Source: an optimization exercise on an open RTL-to-GDS flow (aim: small area, a short achievable clock period and few clock cycles). Production flows keep margins and buffers that such runs may drop. In this exercise RTL edits were held to simulation tests only and were not proved equivalent to the original. No driver is modelled on the clock port, so clock power and skew are understated where the tree is cut down; a real chip needs a root buffer or a tree. No activity file was given, so power comes from the tool's default toggle rates.

== alpha ==
Design frame_codec, start of the top module:
module frame_codec (
    input  wire         clk,
    input  wire         rst,
    input  wire         tx_req_valid,
    output wire         tx_req_ready,
    input  wire         tx_op,
    input  wire         tx_ft,
    input  wire         tx_aw,
    input  wire [31:0]  tx_raw_id,
    input  wire [7:0]   tx_sid,
    input  wire [7:0]   tx_nid,
    input  wire [7:0]   tx_plen,
    input  wire [119:0] tx_pay,
    output wire         tx_valid,
    output wire [7:0]   tx_data,
    output wire         tx_last,
    input  wire         tx_ready,
    output wire         tx_resp_valid,
    output wire [2:0]   tx_status,
    output wire [4:0]   tx_wire_len,
    input  wire         rx_req_valid,
    output wire         rx_req_ready,
    input  wire         rx_valid,
    input  wire [7:0]   rx_data,
    input  wire         rx_timeout,
    output wire         rx_ready,
    output wire         rx_resp_valid,
    output wire [2:0]   rx_status,
    output wire         rx_ft,
  ...
For scale: ~610 cells after synthesis, ~210 flip-flops.
export LEC_CHECK = 0
export CAP_MARGIN = 10
export CORE_MARGIN = 2
export CORE_UTILIZATION = 62
export SETUP_SLACK_MARGIN = 3.85
export SLEW_MARGIN = 10
export SYNTH_HIERARCHICAL = 1
create_clock -name core_clock -period 6.0 [get_ports {clk}]
standard.sh (not shown) runs the stock make flow with config.mk's settings and CLKGATE_MAP_FILE= SYNTH_SCRIPT=/design/flow/synth_recipe.tcl, a recipe that flattens the netlist after the stock synthesis.
==> flow/flow/run.sh <==
#!/bin/bash
# Standard layout, except that:
#  - the port buffers are the smallest buffer cell (buf_1);
#  - the clock tree is built by flow/manual_tree.tcl in place of TritonCTS:
#    the clock port drives 4 root buffers, each next to its share of the
#    leaf buffers, and each leaf buffer drives one balanced k-means cluster
#    of flip-flops. Everything after the tree (legalisation, timing repair,
#    routing, finishing) is the standard cts.tcl and later steps.
set -euo pipefail
here=$(pwd)
export BUFFER_PORTS_ARGS="-buffer_cell sky130_fd_sc_hd__buf_1"
bash standard.sh synth > log_synth.log 2>&1
rm -rf scripts_mt
cp -r "$FLOW_HOME/scripts" scripts_mt
python3 - "$here/scripts_mt/cts.tcl" > log_patch.log 2>&1 <<'PY'
import sys
p = sys.argv[1]
s = open(p).read()
old = "log_cmd clock_tree_synthesis {*}$cts_args"
assert s.count(old) == 1
s = s.replace(old, "source $::env(MT_TREE_TCL)\nmt_build $::env(MT_NLEAF) $::env(MT_NROOT) $::env(MT_LEAF_CELL) $::env(MT_ROOT_CELL)")
open(p, "w").write(s)
print("patched", p)
PY
export MT_TREE_TCL="$here/flow/manual_tree.tcl"
export MT_NLEAF=10
export MT_NROOT=4
export MT_LEAF_CELL=sky130_fd_sc_hd__clkbuf_16
export MT_ROOT_CELL=sky130_fd_sc_hd__clkbuf_16
bash standard.sh SCRIPTS_DIR="$here/scripts_mt" finish > log_flow.log 2>&1
==> flow/flow/manual_tree.tcl <==
proc mt_build {nleaf use_root leaf_cell root_cell} {
  set db [ord::get_db]
  set block [ord::get_db_block]
  set clk [$block findNet clk]
  set sinks {}
  foreach it [$clk getITerms] {
    if {[$it isInputSignal] || [[$it getMTerm] getSigType] eq "CLOCK"} { lappend sinks $it }
  }
  set n [llength $sinks]
  set xs {}; set ys {}
  foreach it $sinks {
    set bb [[$it getInst] getBBox]
    lappend xs [expr {([$bb xMin] + [$bb xMax]) / 2}]
    lappend ys [expr {([$bb yMin] + [$bb yMax]) / 2}]
  }
  # k-means, seeded along a sort by angle around the centroid
  set cx 0; set cy 0
  foreach x $xs y $ys { set cx [expr {$cx + $x}]; set cy [expr {$cy + $y}] }
  set cx [expr {$cx / double($n)}]; set cy [expr {$cy / double($n)}]
  set idx {}
  for {set i 0} {$i < $n} {incr i} {
    lappend idx [list $i [expr {atan2([lindex $ys $i] - $cy, [lindex $xs $i] - $cx)}]]
  }
  set idx [lsort -real -index 1 $idx]
  set kx {}; set ky {}
  for {set c 0} {$c < $nleaf} {incr c} {
    set sx 0; set sy 0; set m 0
    for {set p [expr {$c * $n / $nleaf}]} {$p < ($c + 1) * $n / $nleaf} {incr p} {
      set i [lindex $idx $p 0]
      set sx [expr {$sx + [lindex $xs $i]}]; set sy [expr {$sy + [lindex $ys $i]}]; incr m
    }
    lappend kx [expr {$sx / double($m)}]; lappend ky [expr {$sy / double($m)}]
  }
  set cap [expr {int(ceil(double($n) / $nleaf * 1.15))}]
  for {set iter 0} {$iter < 30} {incr iter} {
    # balanced assignment: nearest centre with room
    set pairs {}
    for {set i 0} {$i < $n} {incr i} {
      for {set c 0} {$c < $nleaf} {incr c} {
        set d [expr {abs([lindex $xs $i] - [lindex $kx $c]) + abs([lindex $ys $i] - [lindex $ky $c])}]
        lappend pairs [list $i $c $d]
      }
    }
    set pairs [lsort -real -index 2 $pairs]
    set asg [lrepeat $n -1]; set cnt [lrepeat $nleaf 0]
    foreach pr $pairs {
      lassign $pr i c d
      if {[lindex $asg $i] >= 0 || [lindex $cnt $c] >= $cap} continue
      lset asg $i $c; lset cnt $c [expr {[lindex $cnt $c] + 1}]
    }
    set nx [lrepeat $nleaf 0.0]; set ny [lrepeat $nleaf 0.0]
    for {set i 0} {$i < $n} {incr i} {
      set c [lindex $asg $i]
      lset nx $c [expr {[lindex $nx $c] + [lindex $xs $i]}]
      lset ny $c [expr {[lindex $ny $c] + [lindex $ys $i]}]
    }
    for {set c 0} {$c < $nleaf} {incr c} {
      if {[lindex $cnt $c] > 0} {
        lset kx $c [expr {[lindex $nx $c] / [lindex $cnt $c]}]
        lset ky $c [expr {[lindex $ny $c] / [lindex $cnt $c]}]
      }
    }
  }
  set lm [$db findMaster $leaf_cell]
  set rm [$db findMaster $root_cell]
  # group the leaves for the roots: sort leaves by angle around the centroid
  set lidx {}
  for {set c 0} {$c < $nleaf} {incr c} {
    lappend lidx [list $c [expr {atan2([lindex $ky $c] - $cy, [lindex $kx $c] - $cx)}]]
  }
  set lidx [lsort -real -index 1 $lidx]
  set lroot [lrepeat $nleaf 0]
  if {$use_root > 0} {
    for {set p 0} {$p < $nleaf} {incr p} {
      lset lroot [lindex $lidx $p 0] [expr {$p * $use_root / $nleaf}]
    }
    set tops {}
    for {set r 0} {$r < $use_root} {incr r} {
      set sx 0; set sy 0; set m 0
      for {set c 0} {$c < $nleaf} {incr c} {
        if {[lindex $lroot $c] == $r} {
          set sx [expr {$sx + [lindex $kx $c]}]; set sy [expr {$sy + [lindex $ky $c]}]; incr m
        }
      }
      set root [odb::dbInst_create $block $rm "mt_root_$r"]
      $root setLocation [expr {int($sx / $m)}] [expr {int($sy / $m)}]
      $root setPlacementStatus PLACED
      set top [odb::dbNet_create $block "mt_clk_root_$r"]
      $top setSigType CLOCK
      [$root findITerm A] connect $clk
      [mt_out $root] connect $top
      lappend tops $top
    }
  }
  for {set c 0} {$c < $nleaf} {incr c} {
    set b [odb::dbInst_create $block $lm "mt_leaf_$c"]
    $b setLocation [expr {int([lindex $kx $c])}] [expr {int([lindex $ky $c])}]
    $b setPlacementStatus PLACED
    set net [odb::dbNet_create $block "mt_clk_$c"]
    $net setSigType CLOCK
    if {$use_root > 0} {
      [$b findITerm A] connect [lindex $tops [lindex $lroot $c]]
    } else {
      [$b findITerm A] connect $clk
    }
    [mt_out $b] connect $net
    for {set i 0} {$i < $n} {incr i} {
      if {[lindex $asg $i] == $c} {
        set it [lindex $sinks $i]
        $it disconnect
        $it connect $net
      }
    }
  }
  puts "manual tree: $n sinks, $nleaf leaves ([join $cnt { }]), roots $use_root"
}

# the output pin of a buffer (X) or inverter (Y)
proc mt_out {inst} {
  set it [$inst findITerm X]
  if {$it eq "NULL" || $it eq ""} { set it [$inst findITerm Y] }
  return $it
}
alpha completed; timing, DRC and antenna clean
Testbench counts of alpha, summed over its fixed seeds: cycles 56,146.
Inputs modified between alpha and beta:
Settings: swapping 10 for 20 in SLEW_MARGIN; swapping 3.85 for 3.8 in SETUP_SLACK_MARGIN; swapping 62 for 40 in CORE_UTILIZATION; swapping 10 for 20 in CAP_MARGIN.
diff --git a/flow/flow/run.sh b/flow/flow/run.sh
--- a/flow/flow/run.sh
+++ b/flow/flow/run.sh
@@ -19,12 +19,10 @@
 old = "log_cmd clock_tree_synthesis {*}$cts_args"
 assert s.count(old) == 1
-s = s.replace(old, "source $::env(MT_TREE_TCL)\nmt_build $::env(MT_NLEAF) $::env(MT_NROOT) $::env(MT_LEAF_CELL) $::env(MT_ROOT_CELL)")
+s = s.replace(old, "source $::env(MT_TREE_TCL)\nmt_build $::env(MT_NLEAF) $::env(MT_NROOT) sky130_fd_sc_hd__clkbuf_16 sky130_fd_sc_hd__clkbuf_16")
 open(p, "w").write(s)
 print("patched", p)
 PY
 export MT_TREE_TCL="$here/flow/manual_tree.tcl"
-export MT_NLEAF=10
-export MT_NROOT=4
-export MT_LEAF_CELL=sky130_fd_sc_hd__clkbuf_16
-export MT_ROOT_CELL=sky130_fd_sc_hd__clkbuf_16
+export MT_NLEAF=${MT_NLEAF:-12}
+export MT_NROOT=${MT_NROOT:-4}
 bash standard.sh SCRIPTS_DIR="$here/scripts_mt" finish > log_flow.log 2>&1
diff --git a/flow/flow/manual_tree.tcl b/flow/flow/manual_tree.tcl
--- a/flow/flow/manual_tree.tcl
+++ b/flow/flow/manual_tree.tcl
@@ -89,5 +89,5 @@
       $top setSigType CLOCK
       [$root findITerm A] connect $clk
-      [mt_out $root] connect $top
+      [$root findITerm X] connect $top
       lappend tops $top
     }
@@ -104,5 +104,5 @@
       [$b findITerm A] connect $clk
     }
-    [mt_out $b] connect $net
+    [$b findITerm X] connect $net
     for {set i 0} {$i < $n} {incr i} {
       if {[lindex $asg $i] == $c} {
@@ -115,9 +115,2 @@
   puts "manual tree: $n sinks, $nleaf leaves ([join $cnt { }]), roots $use_root"
 }
-
-# the output pin of a buffer (X) or inverter (Y)
-proc mt_out {inst} {
-  set it [$inst findITerm X]
-  if {$it eq "NULL" || $it eq ""} { set it [$inst findITerm Y] }
-  return $it
-}
## What came out
- Portion of the clock cycle consumed by the worst path in the final layout, alpha and beta: smaller value in beta
- As of beta, total via count after detailed routing had fallen by more than 10% compared to alpha.
- Compared beta vs alpha, and power is up in beta.
- Run comparison: alpha critical-path cell with the highest stage delay sky130_fd_sc_hd__nor2_1; beta critical-path cell with the highest stage delay sky130_fd_sc_hd__a22oi_1
- When beta is measured against alpha, its final critical delay including setup and external delays turns out 0.15 ns lower.
- The sequential logic power was comparable across alpha and beta.
- On core utilization, the lower figure sits with beta, not alpha.
Input changes introduced in gamma (baseline for comparison: beta):
Settings: SETUP_SLACK_MARGIN now 3.85, was 3.8; CORE_UTILIZATION now 65, was 40.
diff --git a/flow/flow/run.sh b/flow/flow/run.sh
--- a/flow/flow/run.sh
+++ b/flow/flow/run.sh
@@ -19,10 +19,12 @@
 old = "log_cmd clock_tree_synthesis {*}$cts_args"
 assert s.count(old) == 1
-s = s.replace(old, "source $::env(MT_TREE_TCL)\nmt_build $::env(MT_NLEAF) $::env(MT_NROOT) sky130_fd_sc_hd__clkbuf_16 sky130_fd_sc_hd__clkbuf_16")
+s = s.replace(old, "source $::env(MT_TREE_TCL)\nmt_build $::env(MT_NLEAF) $::env(MT_NROOT) $::env(MT_LEAF_CELL) $::env(MT_ROOT_CELL)")
 open(p, "w").write(s)
 print("patched", p)
 PY
 export MT_TREE_TCL="$here/flow/manual_tree.tcl"
-export MT_NLEAF=${MT_NLEAF:-12}
-export MT_NROOT=${MT_NROOT:-4}
+export MT_NLEAF=12
+export MT_NROOT=4
+export MT_LEAF_CELL=sky130_fd_sc_hd__clkbuf_16
+export MT_ROOT_CELL=sky130_fd_sc_hd__clkbuf_16
 bash standard.sh SCRIPTS_DIR="$here/scripts_mt" finish > log_flow.log 2>&1
Results
Looking at total power across beta and gamma, the one that comes out lower is beta. [gamma] number of tap instances fell about 37% relative to beta. gamma against beta: number of vias in the routed layout rose by 1582, worst clock skew rose by 0.019 ns, area added between synthesis and finish fell by 1.1 points. Looking only at critical path data arrival time, and setting everything else aside, the lower value of beta and gamma goes to gamma. The timing endpoint of the critical path comes out u_tx.tx_data[2]$_SDFFE_PP0P_ in one run and u_rx.rx_buf[6]$_DFFE_PP_ in the other, namely in beta and gamma respectively. beta → gamma: total stage count of the critical path went down by 6, mean number of vias per cell went up by 1.8, share of total power in combinational logic went up by 0.3 points, cell area went down by 0.84%. Ratio of final minimum period to clock period came out higher on gamma than on beta.
### gamma -> delta
Settings: swapping 65 for 60 in CORE_UTILIZATION; putting TNS_END_PERCENT at 20 where nothing was set.
diff --git a/flow/flow/manual_tree.tcl b/flow/flow/manual_tree.tcl
--- a/flow/flow/manual_tree.tcl
+++ b/flow/flow/manual_tree.tcl
@@ -89,5 +89,5 @@
       $top setSigType CLOCK
       [$root findITerm A] connect $clk
-      [$root findITerm X] connect $top
+      [mt_out $root] connect $top
       lappend tops $top
     }
@@ -104,5 +104,5 @@
       [$b findITerm A] connect $clk
     }
-    [$b findITerm X] connect $net
+    [mt_out $b] connect $net
     for {set i 0} {$i < $n} {incr i} {
       if {[lindex $asg $i] == $c} {
@@ -115,2 +115,9 @@
   puts "manual tree: $n sinks, $nleaf leaves ([join $cnt { }]), roots $use_root"
 }
+
+# the output pin of a buffer (X) or inverter (Y)
+proc mt_out {inst} {
+  set it [$inst findITerm X]
+  if {$it eq "NULL" || $it eq ""} { set it [$inst findITerm Y] }
+  return $it
+}
Notes after the runs:
- The final cycle utilization of the critical path in delta sits 2.0 points below the value recorded for gamma.
- delta finished end to end and its layout was clean on timing, DRC and antenna.
- gamma: full flow OK, the timing, DRC and antenna checks passed
- As of delta, combinational power had fallen by more than 10% compared to gamma.
- Routed length on met1 (delta over gamma): decrease, about 13%
- delta vs gamma, start point of the critical path: u_tx.nidx[3]$_SDFFE_PP0P_ vs u_rx.st_pay$_DFF_P_
- Diff gamma -> delta | worst-case hold slack | decrease of 0.0092 ns
- Compared with gamma, delta shows a lower fraction of power spent switching nets.
- delta ended up with a lower total setup buffers inserted after CTS than gamma did.
No run of this note takes its clock network from TritonCTS; it comes from the design's own scripts or RTL.


frame_codec, a different RTL version from the one above (not shown whole).
Size: ~640 cells after synthesis, ~200 flip-flops, about 380 I/O pins, about 8600 um2 of cells after synthesis.
clock: 6.0 ns
lec_check: 0
cap_margin: 20
core_margin: 2
core_utilization: 40
setup_slack_margin: 3.9
slew_margin: 20
==> flow/flow/run.sh <==
#!/bin/bash
# Standard layout, with the port buffers made of the smallest buffer cell.
set -euo pipefail
export BUFFER_PORTS_ARGS="-buffer_cell sky130_fd_sc_hd__buf_1"
bash standard.sh > flow_make.log 2>&1
The starting point went through all stages and came out clean.
Testbench counts at the start, summed over its fixed seeds: cycles 56,146.
Then changed:
--- a/flow/config.mk
+++ b/flow/config.mk
@@ -10,3 +10,3 @@
 export CORE_UTILIZATION = 40
-export SETUP_SLACK_MARGIN = 3.9
+export SETUP_SLACK_MARGIN = 3.7
 export SLEW_MARGIN = 20
Design area decreases by 10%.
Total power shrinks by 4.0%.
Combinational power went down by 24%.
Die area stays the same.
Setup slack gets worse by 0.015 ns.
Routed wire length decreases by 9.5%.
Via count falls by 2.6%.
Area after synthesis does not change.
Clock power falls by about 5%.
Hold slack loses 0.017 ns.
Then changed:
--- a/flow/config.mk
+++ b/flow/config.mk
@@ -10,3 +10,3 @@
 export CORE_UTILIZATION = 40
-export SETUP_SLACK_MARGIN = 3.7
+export SETUP_SLACK_MARGIN = 3.6
 export SLEW_MARGIN = 20
Outcome: The new run completed without violations. Cell area drops slightly. Sequential share of layout area rose by 0.36 points. Setup slack is worse by 0.037 ns. Die area is unchanged. Power goes up slightly. Worst hold slack gains 0.015 ns. Sequential power is about the same. Routed wire length is lower slightly. Area after synthesis does not change.


## run A
RTL: one of the versions met above, not the one the previous note started from.
Size: ~610 cells after synthesis, ~210 flip-flops.
export LEC_CHECK = 0
export CAP_MARGIN = 20
export CORE_MARGIN = 2
export CORE_UTILIZATION = 60
export SETUP_SLACK_MARGIN = 3.85
export SLEW_MARGIN = 20
export SYNTH_HIERARCHICAL = 1
create_clock -name core_clock -period 6.0 [get_ports {clk}]
==> flow/flow/run.sh <==
#!/bin/bash
# Standard layout, except that:
#  - the port buffers are the smallest buffer cell (buf_1);
#  - the clock tree is built by flow/manual_tree.tcl in place of TritonCTS:
#    the clock port drives 4 root buffers, each next to its share of the
#    leaf buffers, and each leaf buffer drives one balanced k-means cluster
#    of flip-flops. Everything after the tree (legalisation, timing repair,
#    routing, finishing) is the standard cts.tcl and later steps.
set -euo pipefail
here=$(pwd)
export BUFFER_PORTS_ARGS="-buffer_cell sky130_fd_sc_hd__buf_1"
export RECOVER_POWER=100
bash standard.sh synth > log_synth.log 2>&1
rm -rf scripts_mt
cp -r "$FLOW_HOME/scripts" scripts_mt
python3 - "$here/scripts_mt/cts.tcl" > log_patch.log 2>&1 <<'PY'
import sys
p = sys.argv[1]
s = open(p).read()
old = "log_cmd clock_tree_synthesis {*}$cts_args"
assert s.count(old) == 1
s = s.replace(old, "source $::env(MT_TREE_TCL)\nmt_build $::env(MT_NLEAF) $::env(MT_NROOT) $::env(MT_LEAF_CELL) $::env(MT_ROOT_CELL)")
open(p, "w").write(s)
print("patched", p)
PY
export MT_TREE_TCL="$here/flow/manual_tree.tcl"
export MT_NLEAF=12
export MT_NROOT=4
export MT_LEAF_CELL=sky130_fd_sc_hd__clkbuf_16
export MT_ROOT_CELL=sky130_fd_sc_hd__clkbuf_16
bash standard.sh SCRIPTS_DIR="$here/scripts_mt" finish > log_flow.log 2>&1
==> flow/flow/manual_tree.tcl <==
proc mt_build {nleaf use_root leaf_cell root_cell} {
  set db [ord::get_db]
  set block [ord::get_db_block]
  set clk [$block findNet clk]
  set sinks {}
  foreach it [$clk getITerms] {
    if {[$it isInputSignal] || [[$it getMTerm] getSigType] eq "CLOCK"} { lappend sinks $it }
  }
  set n [llength $sinks]
  set xs {}; set ys {}
  foreach it $sinks {
    set bb [[$it getInst] getBBox]
    lappend xs [expr {([$bb xMin] + [$bb xMax]) / 2}]
    lappend ys [expr {([$bb yMin] + [$bb yMax]) / 2}]
  }
  # k-means, seeded along a sort by angle around the centroid
  set cx 0; set cy 0
  foreach x $xs y $ys { set cx [expr {$cx + $x}]; set cy [expr {$cy + $y}] }
  set cx [expr {$cx / double($n)}]; set cy [expr {$cy / double($n)}]
  set idx {}
  for {set i 0} {$i < $n} {incr i} {
    lappend idx [list $i [expr {atan2([lindex $ys $i] - $cy, [lindex $xs $i] - $cx)}]]
  }
  set idx [lsort -real -index 1 $idx]
  set kx {}; set ky {}
  for {set c 0} {$c < $nleaf} {incr c} {
    set sx 0; set sy 0; set m 0
    for {set p [expr {$c * $n / $nleaf}]} {$p < ($c + 1) * $n / $nleaf} {incr p} {
      set i [lindex $idx $p 0]
      set sx [expr {$sx + [lindex $xs $i]}]; set sy [expr {$sy + [lindex $ys $i]}]; incr m
    }
    lappend kx [expr {$sx / double($m)}]; lappend ky [expr {$sy / double($m)}]
  }
  set cap [expr {int(ceil(double($n) / $nleaf * 1.15))}]
  for {set iter 0} {$iter < 30} {incr iter} {
    # balanced assignment: nearest centre with room
    set pairs {}
    for {set i 0} {$i < $n} {incr i} {
      for {set c 0} {$c < $nleaf} {incr c} {
        set d [expr {abs([lindex $xs $i] - [lindex $kx $c]) + abs([lindex $ys $i] - [lindex $ky $c])}]
        lappend pairs [list $i $c $d]
      }
    }
    set pairs [lsort -real -index 2 $pairs]
    set asg [lrepeat $n -1]; set cnt [lrepeat $nleaf 0]
    foreach pr $pairs {
      lassign $pr i c d
      if {[lindex $asg $i] >= 0 || [lindex $cnt $c] >= $cap} continue
      lset asg $i $c; lset cnt $c [expr {[lindex $cnt $c] + 1}]
    }
    set nx [lrepeat $nleaf 0.0]; set ny [lrepeat $nleaf 0.0]
    for {set i 0} {$i < $n} {incr i} {
      set c [lindex $asg $i]
      lset nx $c [expr {[lindex $nx $c] + [lindex $xs $i]}]
      lset ny $c [expr {[lindex $ny $c] + [lindex $ys $i]}]
    }
    for {set c 0} {$c < $nleaf} {incr c} {
      if {[lindex $cnt $c] > 0} {
        lset kx $c [expr {[lindex $nx $c] / [lindex $cnt $c]}]
        lset ky $c [expr {[lindex $ny $c] / [lindex $cnt $c]}]
      }
    }
  }
  set lm [$db findMaster $leaf_cell]
  set rm [$db findMaster $root_cell]
  # group the leaves for the roots: sort leaves by angle around the centroid
  set lidx {}
  for {set c 0} {$c < $nleaf} {incr c} {
    lappend lidx [list $c [expr {atan2([lindex $ky $c] - $cy, [lindex $kx $c] - $cx)}]]
  }
  set lidx [lsort -real -index 1 $lidx]
  set lroot [lrepeat $nleaf 0]
  if {$use_root > 0} {
    for {set p 0} {$p < $nleaf} {incr p} {
      lset lroot [lindex $lidx $p 0] [expr {$p * $use_root / $nleaf}]
    }
    set tops {}
    for {set r 0} {$r < $use_root} {incr r} {
      set sx 0; set sy 0; set m 0
      for {set c 0} {$c < $nleaf} {incr c} {
        if {[lindex $lroot $c] == $r} {
          set sx [expr {$sx + [lindex $kx $c]}]; set sy [expr {$sy + [lindex $ky $c]}]; incr m
        }
      }
      set root [odb::dbInst_create $block $rm "mt_root_$r"]
      $root setLocation [expr {int($sx / $m)}] [expr {int($sy / $m)}]
      $root setPlacementStatus PLACED
      set top [odb::dbNet_create $block "mt_clk_root_$r"]
      $top setSigType CLOCK
      [$root findITerm A] connect $clk
      [mt_out $root] connect $top
      lappend tops $top
    }
  }
  for {set c 0} {$c < $nleaf} {incr c} {
    set b [odb::dbInst_create $block $lm "mt_leaf_$c"]
    $b setLocation [expr {int([lindex $kx $c])}] [expr {int([lindex $ky $c])}]
    $b setPlacementStatus PLACED
    set net [odb::dbNet_create $block "mt_clk_$c"]
    $net setSigType CLOCK
    if {$use_root > 0} {
      [$b findITerm A] connect [lindex $tops [lindex $lroot $c]]
    } else {
      [$b findITerm A] connect $clk
    }
    [mt_out $b] connect $net
    for {set i 0} {$i < $n} {incr i} {
      if {[lindex $asg $i] == $c} {
        set it [lindex $sinks $i]
        $it disconnect
        $it connect $net
      }
    }
  }
  puts "manual tree: $n sinks, $nleaf leaves ([join $cnt { }]), roots $use_root"
}

# the output pin of a buffer (X) or inverter (Y)
proc mt_out {inst} {
  set it [$inst findITerm X]
  if {$it eq "NULL" || $it eq ""} { set it [$inst findITerm Y] }
  return $it
}
Run A reached the end of the flow, and the finished layout is clean on the timing, DRC and antenna checks.
Testbench counts of run A, summed over its fixed seeds: cycles 56,146.
Edits applied to the flow inputs when going from run A to run B:
diff --git a/flow/flow/run.sh b/flow/flow/run.sh
--- a/flow/flow/run.sh
+++ b/flow/flow/run.sh
@@ -11,3 +11,2 @@
 export BUFFER_PORTS_ARGS="-buffer_cell sky130_fd_sc_hd__buf_1"
-export RECOVER_POWER=100
 bash standard.sh synth > log_synth.log 2>&1
@@ -21,3 +20,3 @@
 assert s.count(old) == 1
-s = s.replace(old, "source $::env(MT_TREE_TCL)\nmt_build $::env(MT_NLEAF) $::env(MT_NROOT) $::env(MT_LEAF_CELL) $::env(MT_ROOT_CELL)")
+s = s.replace(old, "source $::env(MT_TREE_TCL)\nmt_build $::env(MT_NLEAF) $::env(MT_NROOT) sky130_fd_sc_hd__clkbuf_16 sky130_fd_sc_hd__clkbuf_16")
 open(p, "w").write(s)
@@ -26,6 +25,4 @@
 export MT_TREE_TCL="$here/flow/manual_tree.tcl"
-export MT_NLEAF=12
-export MT_NROOT=4
-export MT_LEAF_CELL=sky130_fd_sc_hd__clkbuf_16
-export MT_ROOT_CELL=sky130_fd_sc_hd__clkbuf_16
+export MT_NLEAF=${MT_NLEAF:-12}
+export MT_NROOT=${MT_NROOT:-4}
 bash standard.sh SCRIPTS_DIR="$here/scripts_mt" finish > log_flow.log 2>&1
diff --git a/flow/flow/manual_tree.tcl b/flow/flow/manual_tree.tcl
--- a/flow/flow/manual_tree.tcl
+++ b/flow/flow/manual_tree.tcl
@@ -90,3 +90,3 @@
       [$root findITerm A] connect $clk
-      [mt_out $root] connect $top
+      [$root findITerm X] connect $top
       lappend tops $top
@@ -105,3 +105,3 @@
     }
-    [mt_out $b] connect $net
+    [$b findITerm X] connect $net
     for {set i 0} {$i < $n} {incr i} {
@@ -116,8 +116 @@
 }
-
-# the output pin of a buffer (X) or inverter (Y)
-proc mt_out {inst} {
-  set it [$inst findITerm X]
-  if {$it eq "NULL" || $it eq ""} { set it [$inst findITerm Y] }
-  return $it
-}
==> comparison <==
Having completed the whole flow, run B delivered a layout that passed the timing, DRC and antenna checks. Of the two values seen for worst-path cell with the longest stage delay, sky130_fd_sc_hd__edfxtp_1 was produced by run B and sky130_fd_sc_hd__clkbuf_1 by run A. Re first-pass iteration count of the detailed router: run B is 1 up on run A. Run A → run B: worst setup margin rose 490 ps, post-synthesis to final-layout area growth +3.0 points, tap cell count ~0 delta, static leakage went up by 5.5%, via count level. Run A vs run B, type of the setup path with the least slack: in2reg vs reg2out.
Here is what was changed in the inputs of run C compared with run B.
# run B
export LEC_CHECK = 0
export CAP_MARGIN = 20
export CORE_MARGIN = 2
export CORE_UTILIZATION = 60
export SETUP_SLACK_MARGIN = 3.85
export SLEW_MARGIN = 20
export SYNTH_HIERARCHICAL = 1
create_clock -name core_clock -period 6.0 [get_ports {clk}]
# run C
export LEC_CHECK = 0
export CAP_MARGIN = 20
export CORE_MARGIN = 2
export CORE_UTILIZATION = 60
export SETUP_SLACK_MARGIN = 3.95
export SLEW_MARGIN = 20
export SYNTH_HIERARCHICAL = 1
export TNS_END_PERCENT = 5
create_clock -name core_clock -period 6.0 [get_ports {clk}]
diff --git a/flow/flow/run.sh b/flow/flow/run.sh
--- a/flow/flow/run.sh
+++ b/flow/flow/run.sh
@@ -20,3 +20,3 @@
 assert s.count(old) == 1
-s = s.replace(old, "source $::env(MT_TREE_TCL)\nmt_build $::env(MT_NLEAF) $::env(MT_NROOT) sky130_fd_sc_hd__clkbuf_16 sky130_fd_sc_hd__clkbuf_16")
+s = s.replace(old, "source $::env(MT_TREE_TCL)\nmt_build $::env(MT_NLEAF) $::env(MT_NROOT) $::env(MT_LEAF_CELL) $::env(MT_ROOT_CELL)")
 open(p, "w").write(s)
@@ -25,4 +25,6 @@
 export MT_TREE_TCL="$here/flow/manual_tree.tcl"
-export MT_NLEAF=${MT_NLEAF:-12}
-export MT_NROOT=${MT_NROOT:-4}
+export MT_NLEAF=12
+export MT_NROOT=4
+export MT_LEAF_CELL=sky130_fd_sc_hd__clkbuf_16
+export MT_ROOT_CELL=sky130_fd_sc_hd__clkbuf_16
 bash standard.sh SCRIPTS_DIR="$here/scripts_mt" finish > log_flow.log 2>&1
diff --git a/flow/flow/manual_tree.tcl b/flow/flow/manual_tree.tcl
--- a/flow/flow/manual_tree.tcl
+++ b/flow/flow/manual_tree.tcl
@@ -90,3 +90,3 @@
       [$root findITerm A] connect $clk
-      [$root findITerm X] connect $top
+      [mt_out $root] connect $top
       lappend tops $top
@@ -105,3 +105,3 @@
     }
-    [$b findITerm X] connect $net
+    [mt_out $b] connect $net
     for {set i 0} {$i < $n} {incr i} {
@@ -116 +116,8 @@
 }
+
+# the output pin of a buffer (X) or inverter (Y)
+proc mt_out {inst} {
+  set it [$inst findITerm X]
+  if {$it eq "NULL" || $it eq ""} { set it [$inst findITerm Y] }
+  return $it
+}
==> run notes <==
- Cell count: lower on run B
- Delta(number of gates given a new drive strength after cts, run C - run B) < 0
- | internal power consumption | run B vs run C | ≈ equal |
No run of this note takes its clock network from TritonCTS; it comes from the design's own scripts or RTL.

port drivers added, routing unchanged:
The results above use ideal ports. As a check the final layouts listed here were re-extracted and re-timed, cells and wires unchanged.
Step 1 sets driving cells, clkbuf_16 on the clock port and buf_2 on the other inputs (assumed; they add their load-dependent delay and slew).
Step 2 also shifts input and output timing later by t, the mid clock arrival at the registers, as if the neighbouring blocks saw the same clock.
a / b / c = no drivers / after step 1 / after step 2; a / b = the first two.
| run | t, ns | setup WS [ns] | worst setup path after step 2 | pins driven straight from the clock port |
|---|---|---|---|---|
| alpha | 0.390 | 3.671 / 3.671 / 3.434 | input to register | 4 |
| beta | 0.373 | 3.826 / 3.782 / 3.554 | input to register | 4 |
| gamma | 0.382 | 3.680 / 3.680 / 3.388 | input to register | 4 |
| delta | 0.368 | 3.802 / 3.755 / 3.520 | input to register | 4 |
| the first run of note 2 | 0.528 | 3.727 / 3.679 / 3.338 | input to register | 1 |
| the second run of note 2 | 0.538 | 3.712 / 3.665 / 3.238 | input to register | 1 |
| the third run of note 2 | 0.530 | 3.675 / 3.644 / 3.170 | input to register | 1 |
| run A | 0.371 | 3.391 / 3.458 / 3.086 | input to register | 4 |
| run B | 0.370 | 3.880 / 3.791 / 3.542 | input to register | 4 |
| run C | 0.374 | 3.719 / 3.631 / 3.486 | input to register | 4 |
After both steps every run listed still meets setup and hold. The setup slack of the third run of note 2, which loses most, moves by -0.031 ns with the drivers and by -0.505 ns with both steps.
